From an optimization exercise on the open Yosys and OpenROAD flow, aimed at small area, a short achievable clock period and few clock cycles; shortcuts taken in it are not production practice. Function was checked by simulation only, so behaviour that the tests miss may differ from the original.

== main ==
## snr_power
module snr_power (
    input  wire        clk,
    input  wire        rst,
    input  wire        in_valid,
    output reg         in_ready,
    input  wire [63:0] in_x,
    input  wire [63:0] in_y,
    input  wire        in_last,
    output reg         out_valid,
    output reg  [63:0] out_sigpwr,
    output reg  [63:0] out_noisepwr
);
export LEC_CHECK = 0
export ABC_AREA = 1
export CAP_MARGIN = 35
export CORE_MARGIN = 2
export CORE_UTILIZATION = 60
export SLEW_MARGIN = 35
export SYNTH_HIERARCHICAL = 1
export SYNTH_MINIMUM_KEEP_SIZE = 0
create_clock -name core_clock -period 25.0 [get_ports {clk}]
standard.sh (not shown) runs the stock make flow with config.mk's settings and CLKGATE_MAP_FILE= SYNTH_SCRIPT=/design/flow/synth_recipe.tcl, a recipe that flattens the netlist after the stock synthesis.
==> flow/flow/run.sh <==
#!/bin/bash
# Layout flow: the standard flow (standard.sh, which runs the standard
# synthesis unchanged), with its timing repair asked for a setup margin so
# that it works the paths down towards a period well below the clock's.
# The constraints (clock, I/O delays, loads) are the design's own.
# make's full output goes to flow_make.log; ORFS keeps each step's log under
# orfs/logs.
set -euo pipefail
cd "$(dirname "$0")/.."
MARGIN=${MARGIN:-19.0}
bash standard.sh SETUP_SLACK_MARGIN="$MARGIN" TNS_END_PERCENT=100 finish > flow_make.log 2>&1
Looking at the reports, main completed the entire flow and the layout it produced met the timing, design-rule and antenna checks.
Testbench counts of main, summed over its fixed seeds: cycles 25,434.
Changes in the feature branch relative to main:
Settings: CORE_UTILIZATION now 65, was 60.
--- a/flow/flow/run.sh
+++ b/flow/flow/run.sh
@@ -4 +4,2 @@
-# that it works the paths down towards a period well below the clock's.
+# that it works the paths down towards a period well below the clock's, and
+# the ports buffered with a plain buffer (buf_4) instead of the default pick.
@@ -10,2 +11,3 @@
-MARGIN=${MARGIN:-19.0}
-bash standard.sh SETUP_SLACK_MARGIN="$MARGIN" TNS_END_PERCENT=100 finish > flow_make.log 2>&1
+MARGIN=${MARGIN:-18.5}
+bash standard.sh SETUP_SLACK_MARGIN="$MARGIN" TNS_END_PERCENT=100 \
+    BUFFER_PORTS_ARGS="-buffer_cell sky130_fd_sc_hd__buf_4" finish > flow_make.log 2>&1
### Flow results
Re leftover overflow at the end of global routing: no difference whatsoever between the feature branch and main. Re count of clock-net buffers in the final layout: main was lower than the feature branch.

* * *

== run 1 ==
Starting RTL as in the previous note.
clock: 25.0 ns
lec_check: 0
abc_area: 1
cap_margin: 35
core_margin: 2
core_utilization: 60
slew_margin: 35
synth_hierarchical: 1
synth_minimum_keep_size: 0
==> flow/flow/run.sh <==
#!/bin/bash
# Layout flow: the standard flow (standard.sh, which runs the standard
# synthesis unchanged), with its timing repair asked for a setup margin so
# that it works the paths down towards a period well below the clock's, and
# the ports buffered with a plain buffer (buf_4) instead of the default pick.
# The constraints (clock, I/O delays, loads) are the design's own.
# make's full output goes to flow_make.log; ORFS keeps each step's log under
# orfs/logs.
set -euo pipefail
cd "$(dirname "$0")/.."
MARGIN=${MARGIN:-18.5}
bash standard.sh SETUP_SLACK_MARGIN="$MARGIN" TNS_END_PERCENT=100 \
    BUFFER_PORTS_ARGS="-buffer_cell sky130_fd_sc_hd__buf_4" finish > flow_make.log 2>&1
Run 1 finished every stage and its layout cleared the timing, design-rule and antenna checks.
Testbench counts of run 1, summed over its fixed seeds: cycles 25,434.
Input changes introduced in run 2 (baseline for comparison: run 1):
--- a/flow/flow/run.sh
+++ b/flow/flow/run.sh
@@ -4,2 +4 @@
-# that it works the paths down towards a period well below the clock's, and
-# the ports buffered with a plain buffer (buf_4) instead of the default pick.
+# that it works the paths down towards a period well below the clock's.
@@ -12,2 +11 @@
-bash standard.sh SETUP_SLACK_MARGIN="$MARGIN" TNS_END_PERCENT=100 \
-    BUFFER_PORTS_ARGS="-buffer_cell sky130_fd_sc_hd__buf_4" finish > flow_make.log 2>&1
+bash standard.sh SETUP_SLACK_MARGIN="$MARGIN" TNS_END_PERCENT=100 finish > flow_make.log 2>&1
--- outcome ---
Run 1 completed; timing, DRC and antenna clean. Having completed the whole flow, run 2 delivered a layout that passed the timing, design-rule and antenna checks. Compared with run 1, run 2 shows a higher total routing resource utilization after global routing. Cmp run 2 and run 1 / area added between synthesis and finish / higher: run 2. Wire length of the first global-routing pass on run 2 is behind run 1. Relative to run 1, final critical-path setup slack decreased by 0.0080 ns in run 2.
The following lists how run 3 was set up differently from run 2:
- putting CTS_CLUSTER_DIAMETER at 80 where nothing was set
- putting CTS_CLUSTER_SIZE at 30 where nothing was set
### Flow results
From run 2 to run 3, cell total after placement did not move at all. There was hardly any difference in area of the placeable core between run 2 and run 3. In the tables for run 3 and run 2, delay contributed by the slowest stage of the critical path reads lower with run 2. In the flow results for run 3 and run 2, the total global-route track usage is larger on run 2. Area occupied by registers across run 3 and run 2: no real change. Run 3 leaves more setup margin than run 2. Wire length on met3 ended up 2.2 mm lower on run 3 than on run 2.

-- static timing again, ports no longer ideal --
How much do the figures lean on ideal ports? The routed layouts below were timed once more, with nothing changed but the port constraints.
Step 1 assumes that a clkbuf_16 drives the clock port and a buf_2 every other input.
Step 2 adds t to the input delays and takes it off the output delays; t is the mean of the earliest and latest rising clock arrival at the registers after step 1. Input paths then give back, and output paths get back, about the clock's delay inside the block.
Three values: ideal, step 1, step 2; two values: the first two.
run	shift t [ns]	setup WS [ns]	clock arrival spread, ns
main	1.046	18.556 / 18.438 / 18.735	0.147 / 0.147
the feature branch	1.042	18.492 / 18.439 / 18.492	0.103 / 0.103
run 1	1.046	18.551 / 18.429 / 18.609	0.139 / 0.139
run 2	1.040	18.543 / 18.427 / 18.618	0.144 / 0.144
run 3	1.029	18.547 / 18.433 / 18.547	0.084 / 0.084
After both steps every run listed still meets setup and hold.
